This design comes from an exercise in tuning for a short achievable clock period and few clock cycles on the open sky130 flow, not from production work.
In this exercise RTL edits were held to simulation tests only and were not proved equivalent to the original.

==> run D <==
## obc_unit
module obc_unit (
    input  wire        clk,
    input  wire        rst,
    input  wire        cmd_valid,
    output wire        cmd_ready,
    input  wire [63:0] cmd,
    output reg         resp_valid,
    output reg  [63:0] resp
);
    localparam CAPACITY = 8;
    localparam NENG     = 11;        
    localparam EW       = 4;         
    localparam QD       = 2;         
    localparam RFD      = 32;        
    localparam [7:0] PROTO_PROX_REPORT     = 8'd69;
    localparam [7:0] PROTO_PROX_REPORT_EXT = 8'd70;
    localparam [7:0] PROX_STRENGTH         = 8'd3;
    localparam [7:0] OP_NOP    = 8'h00;
    localparam [7:0] OP_PUTB   = 8'h01;
    localparam [7:0] OP_GETB   = 8'h02;
    localparam [7:0] OP_CRC    = 8'h10;
    localparam [7:0] OP_CHK    = 8'h11;
    localparam [7:0] OP_NORM   = 8'h20;
    localparam [7:0] OP_DEC    = 8'h30;
    localparam [7:0] OP_DISP   = 8'h40;
    localparam [7:0] OP_UPSERT = 8'h50;
    localparam [7:0] OP_RDSLOT = 8'h51;
    localparam [7:0] OP_RXPKT  = 8'h60;
    localparam [7:0] ST_OK          = 8'h00;
    localparam [7:0] ST_CRC_FAIL    = 8'h01;
    localparam [7:0] ST_CACHE_FULL  = 8'h02;
    localparam [7:0] ST_ERR_OPCODE  = 8'h80;
    localparam [7:0] ST_ERR_OPERAND = 8'h81;
    localparam [3:0] D_ERR  = 4'd0;
    localparam [3:0] D_NOP  = 4'd1;
    localparam [3:0] D_PUTB = 4'd2;
    localparam [3:0] D_GETB = 4'd3;
    localparam [3:0] D_CRC  = 4'd4;
    localparam [3:0] D_CHK  = 4'd5;
    localparam [3:0] D_NORM = 4'd6;
    localparam [3:0] D_DEC  = 4'd7;
    localparam [3:0] D_DISP = 4'd8;
    localparam [3:0] D_UPS  = 4'd9;
    localparam [3:0] D_RD   = 4'd10;
    localparam [3:0] D_RX   = 4'd11;
    localparam [1:0] K_RESP = 2'd0;    
    localparam [1:0] K_RD   = 2'd1;    
    localparam [1:0] K_UPS  = 2'd2;    
    localparam [1:0] K_RX   = 2'd3;    
    integer i;
    reg        rst_r;
    reg        ready_r;
  ...
export LEC_CHECK = 0
export ABC_CLOCK_PERIOD_IN_PS = 2500
export CAP_MARGIN = 35
export CORE_MARGIN = 2
export CORE_UTILIZATION = 40
export SETUP_SLACK_MARGIN = 5
export SLEW_MARGIN = 35
export TNS_END_PERCENT = 100
create_clock -name core_clock -period 10.0 [get_ports {clk}]
standard.sh (not shown) runs the stock make flow with config.mk's settings and CLKGATE_MAP_FILE= SYNTH_SCRIPT=/design/flow/synth_recipe.tcl, a recipe that flattens the netlist after the stock synthesis.
==> flow/flow/run.sh <==
#!/bin/bash
set -uo pipefail
bash standard.sh synth > synth.log 2>&1 || exit 1
bash standard.sh SETUP_SLACK_MARGIN=6.3 finish > layout.log 2>&1 || exit 1
==> run Z (differences from run D) <==
--- a/flow/design.v
+++ b/flow/design.v
@@ -92,48 +92,55 @@
             2'd2:    key_of = KEY2;
             default: key_of = KEY3;
         endcase
     endfunction
     reg [31:0] r0, r1, r2, r3;
     reg [6:0]  cnt;
     reg        run, ph;
     reg [31:0] a1, a2;
-    reg  [31:0] sum, key;
+    reg  [31:0] sum, t4;
     wire [6:0]  cnt_nx = cnt + 7'd1;
     wire [1:0]  p_nx   = ~cnt_nx[1:0];
     wire [31:0] sum_nx = sum_of(cnt_nx[6:2]);
+    wire [31:0] key_nx = key_of(p_nx ^ sum_nx[3:2]);
     wire [31:0] sum_0  = sum_of(5'd0);
+    wire [31:0] key_0  = key_of(2'd3 ^ sum_0[3:2]);
     wire [31:0] w_in [0:3];
     genvar g;
     generate
         for (g = 0; g < 4; g = g + 1) begin : g_in
             assign w_in[g] = start_rx ?
                 {pkt_in[32*g +: 8], pkt_in[32*g+8 +: 8], pkt_in[32*g+16 +: 8], pkt_in[32*g+24 +: 8]} :
                 pkt_in[32*g +: 32];
         end
     endgenerate
     wire [31:0] t1 = (r1 >> 5) ^ (r3 << 2);
     wire [31:0] t2 = (r3 >> 3) ^ (r1 << 4);
     wire [31:0] t3 = sum ^ r3;
-    wire [31:0] t4 = key ^ r1;
     wire [31:0] nv = r0 - (a1 ^ a2);
     wire [31:0] v_out [0:3];
     assign v_out[0] = r3;
     assign v_out[1] = r2;
     assign v_out[2] = r1;
     assign v_out[3] = r0;
     generate
         for (g = 0; g < 4; g = g + 1) begin : g_out
             assign res_pkt[32*g +: 32] = mode_rx ?
                 {v_out[g][7:0], v_out[g][15:8], v_out[g][23:16], v_out[g][31:24]} :
                 v_out[g];
         end
     endgenerate
     always @(posedge clk) begin
+        a1  <= t1 + t2;
+        a2  <= t3 + t4;
+        sum <= start ? sum_0 : sum_nx;
+        t4  <= start ? key_0 ^ w_in[2] : key_nx ^ r2;
+    end
+    always @(posedge clk) begin
         if (rst) begin
             busy <= 1'b0;
             done <= 1'b0;
             fin  <= 1'b0;
             run  <= 1'b0;
             ph   <= 1'b0;
         end else begin
             fin <= 1'b0;
@@ -143,32 +150,25 @@
                 run     <= 1'b1;
                 ph      <= 1'b0;
                 mode_rx <= start_rx;
                 r0      <= w_in[3];
                 r1      <= w_in[2];
                 r2      <= w_in[1];
                 r3      <= w_in[0];
                 cnt     <= 7'd0;
-                sum     <= sum_0;
-                key     <= key_of(2'd3 ^ sum_0[3:2]);
             end else begin
                 if (run) begin
                     ph <= ~ph;
-                    if (!ph) begin
-                        a1 <= t1 + t2;
-                        a2 <= t3 + t4;
-                    end else begin
+                    if (ph) begin
                         r0  <= r1;
                         r1  <= r2;
                         r2  <= r3;
                         r3  <= nv;
                         cnt <= cnt_nx;
-                        sum <= sum_nx;
-                        key <= key_of(p_nx ^ sum_nx[3:2]);
                         if (cnt == 7'd75) begin
                             run  <= 1'b0;
                             done <= 1'b1;
                             fin  <= 1'b1;
                         end
                     end
                 end
                 if (release_eng) begin
@@ -248,20 +248,20 @@
     input  wire        rst,
     input  wire        cmd_valid,
     output wire        cmd_ready,
     input  wire [63:0] cmd,
     output reg         resp_valid,
     output reg  [63:0] resp
 );
     localparam CAPACITY = 8;
-    localparam NENG     = 11;        
+    localparam NENG     = 10;        
     localparam EW       = 4;         
-    localparam QD       = 2;         
-    localparam RFD      = 32;        
+    localparam QD       = 4;         
+    localparam RFD      = 28;        
     localparam [7:0] PROTO_PROX_REPORT     = 8'd69;
     localparam [7:0] PROTO_PROX_REPORT_EXT = 8'd70;
     localparam [7:0] PROX_STRENGTH         = 8'd3;
     localparam [7:0] OP_NOP    = 8'h00;
     localparam [7:0] OP_PUTB   = 8'h01;
     localparam [7:0] OP_GETB   = 8'h02;
     localparam [7:0] OP_CRC    = 8'h10;
     localparam [7:0] OP_CHK    = 8'h11;
@@ -283,27 +283,34 @@
     localparam [3:0] D_CRC  = 4'd4;
     localparam [3:0] D_CHK  = 4'd5;
     localparam [3:0] D_NORM = 4'd6;
     localparam [3:0] D_DEC  = 4'd7;
     localparam [3:0] D_DISP = 4'd8;
     localparam [3:0] D_UPS  = 4'd9;
     localparam [3:0] D_RD   = 4'd10;
     localparam [3:0] D_RX   = 4'd11;
-    localparam [1:0] K_RESP = 2'd0;    
-    localparam [1:0] K_RD   = 2'd1;    
-    localparam [1:0] K_UPS  = 2'd2;    
-    localparam [1:0] K_RX   = 2'd3;    
+    localparam [2:0] K_RESP = 3'd0;
+    localparam [2:0] K_FAIL = 3'd1;    
+    localparam [2:0] K_EOPC = 3'd2;    
+    localparam [2:0] K_EOPN = 3'd3;    
+    localparam [2:0] K_RD   = 3'd4;    
+    localparam [2:0] K_UPS  = 3'd5;    
+    localparam [2:0] K_RX   = 3'd6;    
     integer i;
+    reg [63:0] cmd_r;
+    reg        cv_r;
     reg        rst_r;
     reg        ready_r;
     assign cmd_ready = ready_r;
-    always @(posedge clk)
+    always @(posedge clk) begin
+        cmd_r <= cmd;
+        cv_r  <= cmd_valid & ready_r & ~rst;
         rst_r <= rst;
-    wire [63:0] cmd_r = cmd;
+    end
     wire [7:0]  c_op = cmd_r[63:56];
     wire [7:0]  c_a  = cmd_r[55:48];
     wire [15:0] c_h  = cmd_r[47:32];
     wire [31:0] c_t  = cmd_r[31:0];
     wire a_zero = (c_a == 8'd0);
     wire h_zero = (c_h == 16'd0);
     wire t_zero = (c_t == 32'd0);
     reg [3:0] c_cls;
@@ -331,17 +338,17 @@
                           (c_op == OP_DEC) || (c_op == OP_DISP) || (c_op == OP_UPSERT) ||
                           (c_op == OP_RDSLOT) || (c_op == OP_RXPKT);
     wire [3:0]  q_in_cls = c_ok ? c_cls : D_ERR;
     wire [63:0] q_in_cmd = c_ok ? cmd_r : {(c_known ? ST_ERR_OPERAND : ST_ERR_OPCODE), 56'd0};
     reg [3:0]  q_cls [0:QD-1];
     reg [63:0] q_cmd [0:QD-1];
     reg [2:0]  qc;
     wire       q_pop;
-    wire       q_push = cmd_valid & ready_r & ~rst;
+    wire       q_push = cv_r;
     wire       q_pop_e = q_pop & ~rst_r;
     wire [2:0] qc_e  = rst_r ? 3'd0 : qc;
     wire [2:0] qc_nx = qc_e + {2'd0, q_push} - {2'd0, q_pop_e};
     always @(posedge clk) begin
         for (i = 0; i < QD; i = i + 1) begin
             if (q_pop_e) begin
                 if (i == qc_e - 3'd1) begin
                     q_cls[i] <= q_in_cls;
@@ -354,17 +361,17 @@
                 q_cls[i] <= q_in_cls;
                 q_cmd[i] <= q_in_cmd;
             end
         end
         qc <= qc_nx;
         if (rst)
             ready_r <= 1'b1;
         else
-            ready_r <= (qc_nx < QD);
+            ready_r <= (qc_nx <= QD - 2);
     end
     reg [7:0]  pkt [0:15];
     reg [15:0] pend;               
     reg [EW-1:0] owner;
     reg [EW-1:0] ne;               
     wire [127:0] pkt_flat;
     genvar gi;
     generate
@@ -384,26 +391,26 @@
                 .start(e_start[gi]), .start_rx(start_rx), .pkt_in(pkt_flat),
                 .release_eng(e_release[gi]),
                 .busy(e_busy[gi]), .done(e_done[gi]), .fin(e_fin[gi]), .mode_rx(e_mrx[gi]),
                 .res_pkt(e_res[gi])
             );
         end
     endgenerate
     reg [4:0]  rf_zc   [0:RFD-1];
-    reg [1:0]  rf_kind [0:RFD-1];
-    reg [63:0] rf_data [0:RFD-1];
+    reg [2:0]  rf_kind [0:RFD-1];
+    reg [55:0] rf_data [0:RFD-1];
     reg [5:0]  rfc;
     reg [4:0]  zacc;               
     wire       rf_empty = (rfc == 6'd0);
     reg        rf_full;            
     reg        stg_v;
     reg [4:0]  stg_zc;
-    reg [1:0]  stg_kind;
-    reg [63:0] stg_data;
+    reg [2:0]  stg_kind;
+    reg [55:0] stg_data;
     wire        dv    = (qc != 3'd0);
     wire [3:0]  d_cls = q_cls[0];
     wire [63:0] d_cmd = q_cmd[0];
     wire [7:0]  d_a   = d_cmd[55:48];
     wire [3:0]  d_h   = d_cmd[35:32];
     reg         no_pend;           
     reg         eng_free;          
     reg         zsat;              
@@ -417,76 +424,77 @@
     wire [15:0] pkt_k   = {pkt[14], pkt[15]};
     wire [7:0]  proto   = pkt[0];
     wire [15:0] oid     = {pkt[1], pkt[2]};
     wire [7:0]  trk_str = (proto == PROTO_PROX_REPORT || proto == PROTO_PROX_REPORT_EXT)
                           ? PROX_STRENGTH : pkt[4];
     reg         go;          
     reg         zero_resp;   
     reg         push_e;      
-    reg  [1:0]  push_kind;
-    reg  [63:0] push_data;
+    reg  [2:0]  push_kind;
+    reg  [55:0] push_data;
     reg         crc_start;
     reg         dispatch;
     always @(*) begin
         go        = 1'b0;
         zero_resp = 1'b0;
         push_e    = 1'b0;
         push_kind = K_RESP;
-        push_data = 64'd0;
+        push_data = 56'd0;
         crc_start = 1'b0;
         dispatch  = 1'b0;
         if (dv) begin
             case (d_cls)
                 D_ERR: begin
-                    push_e = 1'b1; push_data = d_cmd;
+                    push_e = 1'b1; push_kind = (d_cmd[63:56] == ST_ERR_OPERAND) ? K_EOPN : K_EOPC;
                 end
                 D_NOP, D_PUTB: begin
                     zero_resp = 1'b1;
                 end
                 D_GETB: begin
-                    push_e = no_pend; push_data = {ST_OK, pkt[d_h], 48'd0};
+                    push_e = no_pend; push_data = {pkt[d_h], 48'd0};
                 end
                 D_CRC, D_CHK: begin
                     crc_start = no_pend && !crc_run;
                     push_e    = crc_end;
                     if (d_cls == D_CRC)
-                        push_data = {ST_OK, 8'd0, crc_acc, 32'd0};
-                    else
-                        push_data = {((crc_acc == pkt_k) ? ST_OK : ST_CRC_FAIL), 8'd0,
-                                     crc_acc, 16'd0, pkt_k};
+                        push_data = {8'd0, crc_acc, 32'd0};
+                    else begin
+                        push_kind = (crc_acc == pkt_k) ? K_RESP : K_FAIL;
+                        push_data = {8'd0, crc_acc, 16'd0, pkt_k};
+                    end
                 end
                 D_NORM: begin
                     zero_resp = no_pend;
                 end
                 D_DEC: begin
                     dispatch  = no_pend && eng_free;
                     zero_resp = dispatch;
                 end
                 D_DISP: begin
-                    push_e = no_pend; push_data = {ST_OK, trk_str, oid, 24'd0, proto};
+                    push_e = no_pend; push_data = {trk_str, oid, 24'd0, proto};
                 end
                 D_UPS: begin
-                    push_e = 1'b1; push_kind = K_UPS; push_data = d_cmd;
+                    push_e = 1'b1; push_kind = K_UPS; push_data = d_cmd[55:0];
                 end
                 D_RD: begin
-                    push_e = 1'b1; push_kind = K_RD; push_data = d_cmd;
+                    push_e = 1'b1; push_kind = K_RD; push_data = d_cmd[55:0];
                 end
                 D_RX: begin
                     dispatch = no_pend && eng_free;
                     push_e   = dispatch; push_kind = K_RX;
-                    push_data = {d_cmd[31:0], {(32-EW){1'b0}}, ne};
+                    push_data = {{(24-EW){1'b0}}, ne, d_cmd[31:0]};
                 end
                 default: ;
             endcase
             if (zero_resp && zsat) begin
                 zero_resp = 1'b0;
                 push_e    = 1'b1;
                 push_kind = K_RESP;
-                push_data = 64'd0;
+                push_data = 56'd0;
             end
             if (push_e && rf_full) begin
                 push_e   = 1'b0;
                 dispatch = 1'b0;
                 zero_resp = 1'b0;
             end
             go = zero_resp || push_e;
         end
@@ -554,19 +562,19 @@
                 endcase
             end
             if (dispatch)
                 owner <= ne;
             ne <= ne_nx;
         end
     end
     wire [4:0]  h_zc   = rf_zc[0];
-    wire [1:0]  h_kind = rf_kind[0];
-    wire [63:0] h_data = rf_data[0];
-    wire [EW-1:0] h_eng = h_data[EW-1:0];
+    wire [2:0]  h_kind = rf_kind[0];
+    wire [55:0] h_data = rf_data[0];
+    wire [EW-1:0] h_eng = h_data[32 +: EW];
     wire [2:0]  h_slot = h_data[34:32];
     reg [15:0] c_id   [0:CAPACITY-1];
     reg [7:0]  c_str  [0:CAPACITY-1];
     reg [31:0] c_tick [0:CAPACITY-1];
     reg          s_v, s_rx;
     reg  [127:0] s_pkt;
     reg  [15:0]  s_id;
     reg  [7:0]   s_str;
@@ -577,21 +585,21 @@
     reg  [7:0]  p_str;
     reg  [31:0] p_tick;
     wire h_cache = !rf_empty && (h_kind == K_UPS || h_kind == K_RX);
     wire h_ready = (h_kind == K_UPS) || e_done[h_eng];
     wire emit_hz   = !rf_empty && (h_zc != 5'd0);
     wire emit_zacc = rf_empty && (zacc != 5'd0);
     wire h_now     = !rf_empty && (h_zc == 5'd0);
     wire commit    = h_now && h_cache && p_v;
-    wire rf_pop    = h_now && (h_kind == K_RESP || h_kind == K_RD || commit);
+    wire rf_pop    = h_now && (!h_kind[2] || h_kind == K_RD || commit);
     wire cache_wr  = commit && p_found && p_wr && (!p_rx || p_crcok);
     wire [127:0] h_res   = e_res[h_eng];
     wire [7:0]   h_proto = h_res[7:0];
-    wire [31:0]  h_tick  = (h_kind == K_RX) ? h_data[63:32] : h_data[31:0];
+    wire [31:0]  h_tick  = h_data[31:0];
     wire [15:0]  s_c;
     obc_crc14 u_crc14 (.d(s_pkt[111:0]), .c(s_c));
     wire [15:0]  s_k     = {s_pkt[119:112], s_pkt[127:120]};
     wire [16*CAPACITY-1:0] ids_flat;
     wire [8*CAPACITY-1:0]  strs_flat;
     wire [32*CAPACITY-1:0] ticks_flat;
     generate
         for (gi = 0; gi < CAPACITY; gi = gi + 1) begin : g_cf
@@ -699,18 +707,18 @@
                 c_id[p_slot] <= p_id;
         end
         if (rst || rst_r)
             resp_valid <= 1'b0;
         else
             resp_valid <= emit_hz || emit_zacc || rf_pop;
         if (emit_hz || emit_zacc)
             resp <= 64'd0;
-        else if (h_kind == K_RESP)
-            resp <= h_data;
+        else if (!h_kind[2])
+            resp <= {h_kind[1], 6'd0, h_kind[0], h_data};
         else if (h_kind == K_RD)
             resp <= {ST_OK, c_str[h_slot], c_id[h_slot], c_tick[h_slot]};
         else if (p_rx) begin
             if (!p_crcok)
                 resp <= {ST_CRC_FAIL, 8'd0, p_c, 16'd0, p_k};
             else if (p_found)
                 resp <= {ST_OK, p_str, p_id, 29'd0, p_slot};
             else
==> flow/flow/run.sh (replaced) <==
#!/bin/bash
set -uo pipefail
here=$(pwd)
bash standard.sh synth > synth.log 2>&1 || exit 1
bash standard.sh SETUP_SLACK_MARGIN=6.4 MAX_REPAIR_ANTENNAS_ITER_DRT=12 \
    POST_GLOBAL_ROUTE_TCL="$here/flow/antenna_grt.tcl" finish > layout.log 2>&1 || exit 1
==> flow/flow/antenna_grt.tcl (new file) <==
puts "Repair antennas with a ratio margin..."
repair_antennas -ratio_margin 40 -iterations 5
check_placement -verbose
check_antennas
==> run summary <==
Against run D, the routed wire length of run Z is lower by 1.3%. Run Z completed, yet does not pass: max-capacitance violations, max-slew violations. Run D ran to the end with violations: antenna violations. Between run Z and run D, the lower final area is in run Z (gap about 9%, measured against run D). In run Z the die area is lower than in run D, by about 10%. Worst setup slack: run D is better than run Z (0.098 ns). In run Z the sequential share of layout area is lower than in run D, by 1.8 points. Of run D and run Z, run D has the higher register-to-register slack (gap 0.40 ns). Against run D, the clock-buffer cell count of run Z is lower by 33. Against run Z, the non-clock buffer count of run D is higher by 253.
Testbench counts of run D, summed over its fixed seeds: cycles 8,176.
Testbench counts of run Z, summed over its fixed seeds: cycles 8,184.

[separate check: timing with driven ports]
The flow's constraints put no driver on any port. The routed layouts listed below were extracted and timed again, unchanged, in two steps. Step 1: set_driving_cell puts a clkbuf_16 on clk and a buf_2 on each other input, an assumption about the parent block. Step 2 moves the port delays by t, midway between the first and last clock arrival at a register: inputs arrive t later, outputs are due t later. That takes back most of the time a late clock gives input paths. a / b / c = ideal / step 1 / step 2; a / b = the first two.
run	t (ns)	setup slack, ns	worst register clock-pin slew, ns
run D	1.301	5.586 / 5.729 / 4.428	0.08 / 0.08
run Z	1.373	5.488 / 5.488 / 5.488	0.08 / 0.08
The setup slack of run D, which loses most, moves by +0.143 ns with the drivers and by -1.158 ns with both steps.
